What follows belongs to an exercise in optimizing a design on an open flow for small area, a short achievable clock period and few clock cycles per item; a production flow would make more cautious choices. Function was checked by simulation only, so behaviour that the tests miss may differ from the original.

==> flow/design.v (excerpt) <==
module cfc_cipher (
    input  wire         clk,
    input  wire         rst,       
    input  wire         start,
    input  wire         first,
    input  wire         dec,
    input  wire [127:0] key,
    input  wire [127:0] din,
    output wire         ready,
    output wire         done,
    output wire [127:0] dout
);
Size: roughly 9000 cells after synthesis, about 660 flip-flops, ~0.083 sq mm of cells after synthesis.
export LEC_CHECK = 0
export CAP_MARGIN = 20
export CORE_MARGIN = 2
export CORE_UTILIZATION = 65
export PLACE_DENSITY = 0.75
export SETUP_SLACK_MARGIN = 1.5
export SLEW_MARGIN = 20
export SYNTH_HIERARCHICAL = 1
export TNS_END_PERCENT = 0
create_clock -name core_clock -period 10.0 [get_ports {clk}]
standard.sh (not shown) runs the stock make flow with config.mk's settings and CLKGATE_MAP_FILE= SYNTH_SCRIPT=/design/flow/synth_recipe.tcl, a recipe that flattens the netlist after the stock synthesis.
==> flow/flow/run.sh <==
#!/bin/bash
# The standard layout, except that the port buffers are buf_1 cells instead
# of ORFS's default choice. make's output goes to standard.log, each ORFS
# step's to orfs/logs.
bash standard.sh 'BUFFER_PORTS_ARGS=-buffer_cell sky130_fd_sc_hd__buf_1' finish > standard.log 2>&1
The baseline finished clean.
Testbench counts at the start, summed over its fixed seeds: cycles 26,330, blocks 2,182.
Rerun with:
Settings changed: SETUP_SLACK_MARGIN 1.5 to 2.
What happened: The changed run produced a clean layout. Worst setup slack gains 290 ps. Core utilization came out higher by 2.9 points. Maximum frequency came out higher by 3.6%. Synthesized area does not change. Cell area came out higher by 3.9%. Sequential cell count stays the same. Via count came out higher by 2.1%.
Rerun with:
==> flow/run.sh (new file) <==
#!/bin/bash
# synth_recipe.tcl (not shown) runs the flow's synth.tcl, then flattens the netlist and writes it again
# the make line also repeats each setting of config.mk as NAME=value (left out here)
make -C /OpenROAD-flow-scripts/flow DESIGN_CONFIG=/design/flow/config.mk WORK_HOME=/design/flow/orfs CLKGATE_MAP_FILE= SYNTH_SCRIPT=/design/flow/synth_recipe.tcl finish
Settings changed: CORE_UTILIZATION 65 to 60, PLACE_DENSITY 0.75 to 0.7, SETUP_SLACK_MARGIN 2 to 1.5.
removed: flow/flow/run.sh
removed: flow/standard.sh
Outcome: Maximum frequency came out lower by about 4.3%. Routed wire length came out lower by 0.95%. Core utilization came out lower by 6.9 points. Die area came out higher by about 8%.

* * *

Setup of v36:
Another version of the RTL of cfc_cipher (not shown whole).
Size: about 9,100 cells after synthesis, ~660 flip-flops, ~390 I/O pins, ~0.086 mm² of cells after synthesis.
==> flow/config.mk <==
export PLATFORM = sky130hd
export DESIGN_NAME = cfc_cipher
export DESIGN_NICKNAME = cfc_cipher
export VERILOG_FILES = /design/flow/design.v
export SDC_FILE = /design/flow/constraint.sdc
export NUM_CORES = 8
export LEC_CHECK = 0
export CAP_MARGIN = 20
export CORE_MARGIN = 2
export CORE_UTILIZATION = 60
export PLACE_DENSITY = 0.75
export SLEW_MARGIN = 20
export SYNTH_HIERARCHICAL = 1
==> flow/constraint.sdc <==
create_clock -name core_clock -period 10.0 [get_ports {clk}]
set_input_delay 2.0000 -clock core_clock [delete_from_list [all_inputs] [get_ports {clk}]]
set_output_delay 2.0000 -clock core_clock [all_outputs]
set_load 0.01 [all_outputs]
run.sh (not shown) runs the stock make flow with config.mk's settings and CLKGATE_MAP_FILE= SYNTH_SCRIPT=/design/flow/synth_recipe.tcl, a recipe that flattens the netlist after the stock synthesis.
Stock flow here: none of the scripts above is used.
Testbench counts of v36, summed over its fixed seeds: cycles 26,330, blocks 2,182.
[inputs] v11 vs v36
# v36
export LEC_CHECK = 0
export CAP_MARGIN = 20
export CORE_MARGIN = 2
export CORE_UTILIZATION = 60
export PLACE_DENSITY = 0.75
export SLEW_MARGIN = 20
export SYNTH_HIERARCHICAL = 1
create_clock -name core_clock -period 10.0 [get_ports {clk}]
# v11
export LEC_CHECK = 0
export CAP_MARGIN = 20
export CORE_MARGIN = 2
export CORE_UTILIZATION = 70
export PLACE_DENSITY = 0.85
export SETUP_SLACK_MARGIN = 2
export SLEW_MARGIN = 20
export SYNTH_HIERARCHICAL = 1
create_clock -name core_clock -period 10.0 [get_ports {clk}]
--- outcome ---
v11: it failed during global routing (5_1_grt), and the tool reported GRT-0232.
Number of placed cells counting well taps for v11: 436 down relative to v36
Compared with v36, in v11 pre-CTS setup slack now sits lower, number of buffers added for setup after CTS now sits higher, floorplan row count now sits lower.
In the tables for v36 and v11, total of cells resized after clock tree synthesis reads lower with v36.
Synthesized area came out exactly the same in v36 and v11.
Compared with v36, v11 shows a final weighted congestion in routability-driven placement that is 2.4% higher.
v11 has die width below what v36 had.
Inputs modified between v11 and v17:
# v11
export LEC_CHECK = 0
export CAP_MARGIN = 20
export CORE_MARGIN = 2
export CORE_UTILIZATION = 70
export PLACE_DENSITY = 0.85
export SETUP_SLACK_MARGIN = 2
export SLEW_MARGIN = 20
export SYNTH_HIERARCHICAL = 1
create_clock -name core_clock -period 10.0 [get_ports {clk}]
# v17
export LEC_CHECK = 0
export CAP_MARGIN = 20
export CORE_MARGIN = 2
export CORE_UTILIZATION = 65
export PLACE_DENSITY = 0.75
export SETUP_SLACK_MARGIN = 2
export SLEW_MARGIN = 20
export SYNTH_HIERARCHICAL = 1
export TNS_END_PERCENT = 0
create_clock -name core_clock -period 10.0 [get_ports {clk}]
[summary]
For the width of the die, v17 came in 13 µm higher than v11 did.
v11 terminated abnormally: global routing (5_1_grt) reported GRT-0232.
In summary, v17 completed successfully, with a layout that passed the timing, DRC and antenna checks.
Delta (v17 minus v11): cell area after technology mapping shows no meaningful change, initial core utilization shows a reduction of 5.2 points, pre-CTS worst setup slack has increased, number of cells produced by synthesis closely matched the old numbers.
As of v17, cell area after placement had fallen slightly compared to v11.
Comparing v17 and v11, the lower count of placed standard cells including taps is on v11.
Count of port buffers added during placement: v17 vs v11 identical

* * *

RTL: one of the versions met above, not the one the previous note started from.
For scale: ~9000 cells after synthesis.
export LEC_CHECK = 0
export CAP_MARGIN = 20
export CORE_MARGIN = 2
export CORE_UTILIZATION = 65
export CTS_BUF_LIST = sky130_fd_sc_hd__clkbuf_4 sky130_fd_sc_hd__clkbuf_8
export PLACE_DENSITY = 0.75
export SETUP_SLACK_MARGIN = 1.5
export SLEW_MARGIN = 20
export SYNTH_HIERARCHICAL = 1
export TNS_END_PERCENT = 0
create_clock -name core_clock -period 10.0 [get_ports {clk}]
The baseline produced a clean layout.
Testbench counts at the start, summed over its fixed seeds: cycles 26,330, blocks 2,182.
==> next run, changes <==
==> flow/flow/run.sh (new file) <==
#!/bin/bash
# The standard layout, except that the port buffers are buf_1 cells instead
# of ORFS's default choice. make's output goes to standard.log, each ORFS
# step's to orfs/logs.
bash standard.sh 'BUFFER_PORTS_ARGS=-buffer_cell sky130_fd_sc_hd__buf_1' finish > standard.log 2>&1
==> flow/standard.sh (new file) <==
#!/bin/bash
# synth_recipe.tcl (not shown) runs the flow's synth.tcl, then flattens the netlist and writes it again
# the make line also repeats each setting of config.mk as NAME=value (left out here)
make -C /OpenROAD-flow-scripts/flow DESIGN_CONFIG=/design/flow/config.mk WORK_HOME=/design/flow/orfs CLKGATE_MAP_FILE= SYNTH_SCRIPT=/design/flow/synth_recipe.tcl "${@:-finish}"
--- a/flow/config.mk
+++ b/flow/config.mk
@@ -9,7 +9,6 @@
 export CORE_MARGIN = 2
 export CORE_UTILIZATION = 65
-export CTS_BUF_LIST = sky130_fd_sc_hd__clkbuf_4 sky130_fd_sc_hd__clkbuf_8
 export PLACE_DENSITY = 0.75
-export SETUP_SLACK_MARGIN = 1.5
+export SETUP_SLACK_MARGIN = 1
 export SLEW_MARGIN = 20
 export SYNTH_HIERARCHICAL = 1
removed: flow/run.sh
Utilization shrinks by 3.9 points. Sequential share of layout area climbs by 1.1 points. Setup slack is worse by 0.50 ns. Design area is lower by 5.1%. Count of clock-buffer cells in the layout shrinks by 63. Synthesized cell count is unchanged. Routed wire length falls by 2.2%. Non-clock buffer count went down by 121.
==> next run, changes <==
--- a/flow/config.mk
+++ b/flow/config.mk
@@ -8,7 +8,7 @@
 export CAP_MARGIN = 20
 export CORE_MARGIN = 2
-export CORE_UTILIZATION = 65
-export PLACE_DENSITY = 0.75
-export SETUP_SLACK_MARGIN = 1
+export CORE_UTILIZATION = 70
+export PLACE_DENSITY = 0.8
+export SETUP_SLACK_MARGIN = 1.5
 export SLEW_MARGIN = 20
 export SYNTH_HIERARCHICAL = 1
Outcome:
- The new run produced a clean layout
- via count is higher by 1.9%
- count of clock-buffer cells in the layout decreases by 4
- setup slack improves by 0.56 ns
- core utilization grows by 7.3 points
- area after synthesis is unchanged
- die area decreases by 7.1%
- critical path depth decreases by 2
- design area rises by 2.8%

[port drivers added, routing unchanged]
In the flow no input, the clock included, has a driving cell. The finished layouts below were timed again as built, in two steps.
Step 1, drivers: a clkbuf_16 drives clk and a buf_2 each remaining input, both assumed.
Step 2 also shifts input and output timing later by t, the mid clock arrival at the registers, as if the neighbouring blocks saw the same clock.
a / b / c = no drivers / after step 1 / after step 2; a / b = the first two.
run | shift t [ns] | setup slack, ns | hold WS [ns] | worst data-port slew with drivers (ns)
the first run of note 1 | 0.784 | 1.622 / 1.622 / 1.622 | 0.506 / 0.506 / 0.506 | 0.31
the second run of note 1 | 0.786 | 1.912 / 1.912 / 1.912 | 0.500 / 0.500 / 0.500 | 0.29
the third run of note 1 | 0.787 | 1.552 / 1.552 / 1.552 | 0.529 / 0.529 / 0.529 | 0.22
v36 | 0.805 | 0.291 / 0.291 / 0.291 | 0.509 / 0.509 / 0.509 | 0.16
v17 | 0.760 | 1.744 / 1.744 / 1.744 | 0.536 / 0.536 / 0.536 | 0.13
the first run of note 3 | 0.908 | 1.488 / 1.488 / 1.488 | 0.491 / 0.491 / 0.491 | 0.11
the second run of note 3 | 0.787 | 0.988 / 0.988 / 0.988 | 0.516 / 0.516 / 0.516 | 0.28
the third run of note 3 | 0.751 | 1.547 / 1.547 / 1.547 | 0.532 / 0.532 / 0.532 | 0.22
After both steps setup and hold are still met in every run listed.
